This design comes from an exercise in tuning for a short achievable clock period and few clock cycles on the open sky130 flow, not from production work.
Where RTL was checked, it was by simulation tests only, not by an equivalence proof against the original.
The clock input has no modelled driver; a real chip could not lean on it and would need a root buffer or a full tree.
Power and IR drop assume default switching activity.

==> inputs of v34 <==
## line_rasterizer
module line_rasterizer (
    input  wire       clk,
    input  wire       rst,      
    input  wire       start,
    input  wire [7:0] x0,
    input  wire [7:0] y0,
    input  wire [7:0] x1,
    input  wire [7:0] y1,
    output wire       ready,
    output wire       write,
    output wire [7:0] x,
    output wire [7:0] y,
    output wire       done
);
Settings: LEC_CHECK=0, CAP_MARGIN=20, CORE_MARGIN=2, CORE_UTILIZATION=55, PLACE_DENSITY=0.7, SETUP_SLACK_MARGIN=2.5, SLEW_MARGIN=20; clock period 4.0 ns.
standard.sh (not shown) runs the stock make flow with config.mk's settings and CLKGATE_MAP_FILE= SYNTH_SCRIPT=/design/flow/synth_recipe.tcl, a recipe that flattens the netlist after the stock synthesis.
==> flow/flow/run.sh <==
#!/bin/bash
# Layout: the standard ORFS flow (standard.sh: standard synthesis,
# floorplan, placement, routing), except that the clock tree is built by
# flow/cts_hook.tcl (two levels of clkbuf_16 from the clock port, about
# FLAT_CTS_LEAF flip-flops per leaf buffer) in place of TritonCTS, and the
# timing repair may resize cells to other footprints. The make output goes
# to standard_flow.log; every tool's own log is under orfs/logs/.
set -euo pipefail
here=$(pwd)
FLAT_CTS_LEAF=20 bash standard.sh PRE_CTS_TCL="$here/flow/cts_hook.tcl" MATCH_CELL_FOOTPRINT=0 finish > "$here/standard_flow.log" 2>&1
Other scripts of this flow, unchanged in this note and not shown: flow/flow/cts_hook.tcl
==> inputs of v1, as changes to v34 <==
--- a/flow/design.v
+++ b/flow/design.v
@@ -194,16 +194,16 @@
     wire mvx = xm || st;
     wire mvy = !xm || st;
     wire [7:0] x_st = xq ^ ux;
     wire [7:0] y_st = yq ^ uy;
     reg  [7:0] ux_st, uy_st, r_nx;
     always @(*) begin
         for (i = 0; i < 8; i = i + 1) begin
-            ux_st[i] = &((x_st ^ {8{sxn}}) | ~((8'd1 << i) - 8'd1));
-            uy_st[i] = &((y_st ^ {8{syn}}) | ~((8'd1 << i) - 8'd1));
+            ux_st[i] = &(({xq[7:1], !xq[0]} ^ {8{sxn}}) | ~((8'd1 << i) - 8'd1));
+            uy_st[i] = &(({yq[7:1], !yq[0]} ^ {8{syn}}) | ~((8'd1 << i) - 8'd1));
             r_nx[i]  = r[i] ^ ~|(r & ((8'd1 << i) - 8'd1));
         end
     end
     wire a_vn  = accept || (a_v && !b_free);
     wire b_vn  = a_v || !b_free;
     wire c_vn  = b_v || !c_free;
     wire d_vn  = c_v || !d_free;
==> results.py <==
metrics = {
    "cells_and_area": {
        "final_cells": 2948,
        "multi_input_area_share": 0.247,
        "comb.multi_input.count": 998,
        "multi_input_comb_area_sq_um": 8890,
    },
    "global_routing": {
        "grt_util_met1": 0.226,
    },
    "status": {
        "status": "finished clean",
    },
    "floorplanning": {
        "start_util": 0.559,
    },
    "worst_setup_path": {
        "crit_arrival_ns": 0.84,
    },
    "synth": {
        "synthSimpleGateAreaFrac": 0.0424,
        "synth_nets": 2232,
    },
    "placement": {
        "dpl.hpwl_mm": 33.0,
    },
}
-- figures above: v1

==> results.py <==
metrics = {
    "worst_setup_path": {
        "crit_arrival_ns": 2.02,
    },
    "synth": {
        "synth_area_leaders": "edfxtp_1, dfxtp_1, ha_1",
        "synth_nets": 2242,
        "synthSimpleGateAreaFrac": 0.0388,
    },
    "cells_and_area": {
        "multi_input_area_share": 0.247,
        "final_cells": 2960,
        "comb.multi_input.count": 1005,
    },
    "detailed_routing": {
        "met2WireLength_mm": 26.0,
    },
    "floorplanning": {
        "start_util": 0.553,
    },
    "status": {
        "status": "finished clean",
    },
    "power": {
        "internal_power_mw": 17.0,
    },
    "placement": {
        "dpl.hpwl_mm": 32.2,
    },
}
-- figures above: v34

Testbench counts of v1, summed over its fixed seeds: cycles 65,687.
The RTL of v34 was laid out without a check of its function. No run of this note takes its clock network from TritonCTS; it comes from the design's own scripts or RTL.

* * *

==> pepper: inputs <==
==> flow/design.v <==
module lr_add #(parameter W = 9) (
    input  wire [W-1:0] a,
    input  wire [W-1:0] b,
    input  wire         ci,
    output wire [W-1:0] s,
    output wire         co
);
    reg [W-1:0] g, p, gn, pn, c, px;
    integer i, d;
    always @(*) begin
        px = a ^ b;
        p  = a | b;
        gn[0] = (a[0] & b[0]) | (p[0] & ci);
        pn[0] = p[0];
        for (i = 1; i < W; i = i + 1) begin
            if (i == 1)
                gn[i] = (a[1] & b[1]) | ((p[1] & a[0]) & b[0]) | ((p[1] & p[0]) & ci);
            else
                gn[i] = (a[i] & b[i]) | ((p[i] & a[i-1]) & b[i-1]);
            pn[i] = p[i] & p[i-1];
        end
        g = gn;
        p = pn;
        for (d = 2; d < W; d = d * 2) begin
            gn = g;
            pn = p;
            for (i = d; i < W; i = i + 1) begin
                gn[i] = g[i] | (p[i] & g[i-d]);
                pn[i] = p[i] & p[i-d];
            end
            g = gn;
            p = pn;
        end
        c = {g[W-2:0], ci};
    end
    assign s  = px ^ c;
    assign co = g[W-1];
endmodule
module line_rasterizer (
    input  wire       clk,
    input  wire       rst,      
    input  wire       start,
    input  wire [7:0] x0,
    input  wire [7:0] y0,
    input  wire [7:0] x1,
    input  wire [7:0] y1,
    output wire       ready,
    output reg        write,
    output reg  [7:0] x,
    output reg  [7:0] y,
    output reg        done
);
    reg        a_v;
    reg  [7:0] a_x0, a_y0, a_x1, a_y1;
    reg        rdy;
    assign ready = rdy;
    reg        b_v;
    reg  [7:0] b_x0, b_y0;
    reg  [8:0] b_dx, b_dy;         
    reg  [7:0] b_nx, b_ny;         
    reg        c_v;
    reg  [7:0] c_x0, c_y0;
    reg  [7:0] c_adx, c_ady;
    reg        c_sxn, c_syn;       
    reg        d_v;
    reg  [7:0] d_x0, d_y0;
    reg  [7:0] d_adx, d_ady;
    reg        d_sxn, d_syn;
    reg        d_xm;               
    reg  [8:0] d_kax, d_kay;       
    reg  [8:0] d_kx, d_ky;         
    reg        d_zero;             
    reg        e_v;
    reg  [7:0] e_x0, e_y0;
    reg        e_sxn, e_syn, e_xm;
    reg  [7:0] e_m;                
    reg        e_last;             
    reg  [8:0] e_k;                
    reg  [8:0] e_ka;               
    reg  [7:0] e_kb;               
    reg        sxn, syn, xm;
    reg  [7:0] r;                  
    reg  [4:0] kl, kh;
    reg        kc;
    reg  [4:0] kal, kah, kbl, kbh;
    reg  f_free, e_free, d_free, c_free, b_free;
    wire take   = e_v && f_free;                
    wire accept = start && rdy;
    wire run    = write && !done;               
    wire [8:0] ddx, ddy, ndx, ndy;
    wire       unused_co0, unused_co1, unused_co2, unused_co3;
    lr_add #(9) u_ddx (.a({1'b0, a_x1}), .b(~{1'b0, a_x0}), .ci(1'b1), .s(ddx), .co(unused_co0));
    lr_add #(9) u_ddy (.a({1'b0, a_y1}), .b(~{1'b0, a_y0}), .ci(1'b1), .s(ddy), .co(unused_co1));
    lr_add #(9) u_ndx (.a({1'b0, a_x0}), .b(~{1'b0, a_x1}), .ci(1'b1), .s(ndx), .co(unused_co2));
    lr_add #(9) u_ndy (.a({1'b0, a_y0}), .b(~{1'b0, a_y1}), .ci(1'b1), .s(ndy), .co(unused_co3));
    wire [8:0] dmn, nmd, kx, ky;
    wire       unused_co4, unused_co5, unused_co6, unused_co7;
    lr_add #(9) u_dmn (.a({1'b0, c_adx}), .b(~{1'b0, c_ady}), .ci(1'b1), .s(dmn), .co(unused_co4));
    lr_add #(9) u_nmd (.a({1'b0, c_ady}), .b(~{1'b0, c_adx}), .ci(1'b1), .s(nmd), .co(unused_co5));
    lr_add #(9) u_kx (.a({1'b0, c_ady}), .b(~{2'b0, c_adx[7:1]}), .ci(!c_adx[0]), .s(kx), .co(unused_co6));
    lr_add #(9) u_ky (.a({1'b0, c_adx}), .b(~{2'b0, c_ady[7:1]}), .ci(!c_ady[0]), .s(ky), .co(unused_co7));
    wire       st = !(kh[4] && !(kc && (&kh)));
    wire [4:0] kl_a, kl_b, kh_a, kh_b;
    wire       kc_a, kc_b, unused_co8, unused_co9;
    lr_add #(5) u_kla (.a(kl), .b(kal), .ci(1'b0), .s(kl_a), .co(kc_a));
    lr_add #(5) u_klb (.a(kl), .b(kbl), .ci(1'b0), .s(kl_b), .co(kc_b));
    lr_add #(5) u_kha (.a(kh), .b(kah), .ci(kc),   .s(kh_a), .co(unused_co8));
    lr_add #(5) u_khb (.a(kh), .b(kbh), .ci(kc),   .s(kh_b), .co(unused_co9));
    wire mvx = run && (xm || st);
    wire mvy = run && (!xm || st);
    reg  [7:0] x_st, y_st, r_nx;
    integer i;
    always @(*) begin
        for (i = 0; i < 8; i = i + 1) begin
            x_st[i] = x[i] ^ (mvx && (sxn ? ~|(x & ((8'd1 << i) - 8'd1)) : &(x | ~((8'd1 << i) - 8'd1))));
            y_st[i] = y[i] ^ (mvy && (syn ? ~|(y & ((8'd1 << i) - 8'd1)) : &(y | ~((8'd1 << i) - 8'd1))));
            r_nx[i] = r[i] ^ ~|(r & ((8'd1 << i) - 8'd1));
        end
    end
    wire a_vn  = accept || (a_v && !b_free);
    wire b_vn  = a_v || !b_free;
    wire c_vn  = b_v || !c_free;
    wire d_vn  = c_v || !d_free;
    wire e_vn  = d_v || !e_free;
    wire w_n   = take || run;
    wire dn_n  = take ? e_last : (run && r == 8'd1);
    wire f_fn  = !w_n || dn_n;
    wire e_fn  = !e_vn || f_fn;
    wire d_fn  = !d_vn || e_fn;
    wire c_fn  = !c_vn || d_fn;
    wire b_fn  = !b_vn || c_fn;
    wire rdy_n = !(rdy || (a_v && !b_free)) || b_fn;
    always @(posedge clk) begin
        if (rst) begin
            a_v    <= 1'b0;
            b_v    <= 1'b0;
            c_v    <= 1'b0;
            d_v    <= 1'b0;
            e_v    <= 1'b0;
            write  <= 1'b0;
            done   <= 1'b0;
            rdy    <= 1'b1;
            f_free <= 1'b1;
            e_free <= 1'b1;
            d_free <= 1'b1;
            c_free <= 1'b1;
            b_free <= 1'b1;
        end else begin
            a_v    <= a_vn;
            b_v    <= b_vn;
            c_v    <= c_vn;
            d_v    <= d_vn;
            e_v    <= e_vn;
            write  <= w_n;
            done   <= dn_n;
            rdy    <= rdy_n;
            f_free <= f_fn;
            e_free <= e_fn;
            d_free <= d_fn;
            c_free <= c_fn;
            b_free <= b_fn;
        end
        a_x0 <= ((rdy) ? (x0) : (a_x0));
        a_y0 <= ((rdy) ? (y0) : (a_y0));
        a_x1 <= ((rdy) ? (x1) : (a_x1));
        a_y1 <= ((rdy) ? (y1) : (a_y1));
        b_x0 <= ((b_free) ? (a_x0) : (b_x0));
        b_y0 <= ((b_free) ? (a_y0) : (b_y0));
        b_dx <= ((b_free) ? (ddx) : (b_dx));
        b_dy <= ((b_free) ? (ddy) : (b_dy));
        b_nx <= ((b_free) ? (ndx[7:0]) : (b_nx));
        b_ny <= ((b_free) ? (ndy[7:0]) : (b_ny));
        c_x0  <= ((c_free) ? (b_x0) : (c_x0));
        c_y0  <= ((c_free) ? (b_y0) : (c_y0));
        c_adx <= ((c_free) ? ((b_dx[8] ? b_nx : b_dx[7:0])) : (c_adx));
        c_ady <= ((c_free) ? ((b_dy[8] ? b_ny : b_dy[7:0])) : (c_ady));
        c_sxn <= ((c_free) ? (b_dx[8]) : (c_sxn));
        c_syn <= ((c_free) ? (b_dy[8]) : (c_syn));
        d_x0   <= ((d_free) ? (c_x0) : (d_x0));
        d_y0   <= ((d_free) ? (c_y0) : (d_y0));
        d_adx  <= ((d_free) ? (c_adx) : (d_adx));
        d_ady  <= ((d_free) ? (c_ady) : (d_ady));
        d_sxn  <= ((d_free) ? (c_sxn) : (d_sxn));
        d_syn  <= ((d_free) ? (c_syn) : (d_syn));
        d_xm   <= ((d_free) ? (!dmn[8]) : (d_xm));
        d_kax  <= ((d_free) ? (nmd) : (d_kax));
        d_kay  <= ((d_free) ? (dmn) : (d_kay));
        d_kx   <= ((d_free) ? (kx) : (d_kx));
        d_ky   <= ((d_free) ? (ky) : (d_ky));
        d_zero <= ((d_free) ? (((c_adx == 8'd0) && (c_ady == 8'd0))) : (d_zero));
        e_x0   <= ((e_free) ? (d_x0) : (e_x0));
        e_y0   <= ((e_free) ? (d_y0) : (e_y0));
        e_sxn  <= ((e_free) ? (d_sxn) : (e_sxn));
        e_syn  <= ((e_free) ? (d_syn) : (e_syn));
        e_xm   <= ((e_free) ? (d_xm) : (e_xm));
        e_m    <= ((e_free) ? ((d_xm ? d_adx : d_ady)) : (e_m));
        e_last <= ((e_free) ? (d_zero) : (e_last));
        e_k    <= ((e_free) ? ((d_xm ? d_kx : d_ky)) : (e_k));
        e_ka   <= ((e_free) ? ((d_xm ? d_kax : d_kay)) : (e_ka));
        e_kb   <= ((e_free) ? ((d_xm ? d_ady : d_adx)) : (e_kb));
        x  <= take ? e_x0 : x_st;
        y  <= take ? e_y0 : y_st;
        r  <= take ? e_m  : r_nx;
        kl <= take ? e_k[4:0] : (st ? kl_a : kl_b);
        kh <= take ? {e_k[8], e_k[8:5]} : (st ? kh_a : kh_b);
        kc <= take ? 1'b0 : (st ? kc_a : kc_b);
        sxn <= ((take) ? (e_sxn) : (sxn));
        syn <= ((take) ? (e_syn) : (syn));
        xm  <= ((take) ? (e_xm) : (xm));
        kal <= ((take) ? (e_ka[4:0]) : (kal));
        kah <= ((take) ? ({e_ka[8], e_ka[8:5]}) : (kah));
        kbl <= ((take) ? (e_kb[4:0]) : (kbl));
        kbh <= ((take) ? ({2'b00, e_kb[7:5]}) : (kbh));
    end
endmodule
==> flow/run.sh <==
#!/bin/bash
# synth_recipe.tcl (not shown) runs the flow's synth.tcl, then flattens the netlist and writes it again
# the make line also repeats each setting of config.mk as NAME=value (left out here)
make -C /OpenROAD-flow-scripts/flow DESIGN_CONFIG=/design/flow/config.mk WORK_HOME=/design/flow/orfs CLKGATE_MAP_FILE= SYNTH_SCRIPT=/design/flow/synth_recipe.tcl finish
==> flow/config.mk <==
export PLATFORM = sky130hd
export DESIGN_NAME = line_rasterizer
export DESIGN_NICKNAME = line_rasterizer
export VERILOG_FILES = /design/flow/design.v
export SDC_FILE = /design/flow/constraint.sdc
export NUM_CORES = 4
export LEC_CHECK = 0
export CAP_MARGIN = 20
export CORE_MARGIN = 2
export CORE_UTILIZATION = 40
export PLACE_DENSITY = 0.6
export SETUP_SLACK_MARGIN = 2.5
export SLEW_MARGIN = 20
==> flow/constraint.sdc <==
create_clock -name core_clock -period 4.0 [get_ports {clk}]
set_input_delay 0.8000 -clock core_clock [delete_from_list [all_inputs] [get_ports {clk}]]
set_output_delay 0.8000 -clock core_clock [all_outputs]
set_load 0.01 [all_outputs]
==> inputs of delta, as changes to pepper <==
==> flow/design.v, changed modules only <==
module lr_add #(parameter W = 9) (
    input  wire [W-1:0] a,
    input  wire [W-1:0] b,
    input  wire         ci,
    output wire [W-1:0] s,
    output wire         co
);
    reg [W-1:0] g, p, gn, pn, c;
    integer i, d;
    always @(*) begin
        p = a ^ b;
        g = a & b;
        g[0] = g[0] | (p[0] & ci);
        for (d = 1; d < W; d = d * 2) begin
            gn = g;
            pn = p;
            for (i = d; i < W; i = i + 1) begin
                gn[i] = g[i] | (p[i] & g[i-d]);
                pn[i] = p[i] & p[i-d];
            end
            g = gn;
            p = pn;
        end
        c = {g[W-2:0], ci};
    end
    assign s  = a ^ b ^ c;
    assign co = g[W-1];
endmodule
==> notes <==
Of pepper and delta, pepper has the higher count of clock-buffer cells in the layout (gap 6). Against delta, the non-clock buffer count of pepper is higher by 51. Against delta, the register-to-register slack of pepper is higher by 210 ps. Between delta and pepper, the lower sequential power is in delta (gap about 2%, measured against pepper). In pepper the design area is larger than in delta, by about 11%.
No run of this note included a check of the RTL's function; only the layout flow was run.

separate check: timing with driven ports:
Ports are ideal in the flow. The routed layouts listed here were re-timed in OpenROAD. Step 1, drivers: a clkbuf_16 drives clk and a buf_2 each remaining input, both assumed. Step 2 also shifts input and output timing later by t, the mid clock arrival at the registers, as if the neighbouring blocks saw the same clock. a / b / c = ideal ports / drivers / drivers and shift; a / b = the first two.
run | t (ns) | setup slack, ns | worst setup path at the end | latest minus earliest clock arrival (ns)
v34 | 0.504 | 2.246 / 2.238 / 2.157 | input to register | 0.036 / 0.037
v1 | 0.512 | 2.355 / 2.236 / 2.125 | input to register | 0.037 / 0.037
pepper | 0.553 | 1.936 / 1.936 / 1.936 | register to register | 0.019 / 0.019
delta | 0.562 | 1.727 / 1.727 / 1.727 | register to register | 0.020 / 0.020
After both steps setup and hold are still met in every run listed. The setup slack of v1, which loses most, moves by -0.119 ns with the drivers and by -0.230 ns with both steps.
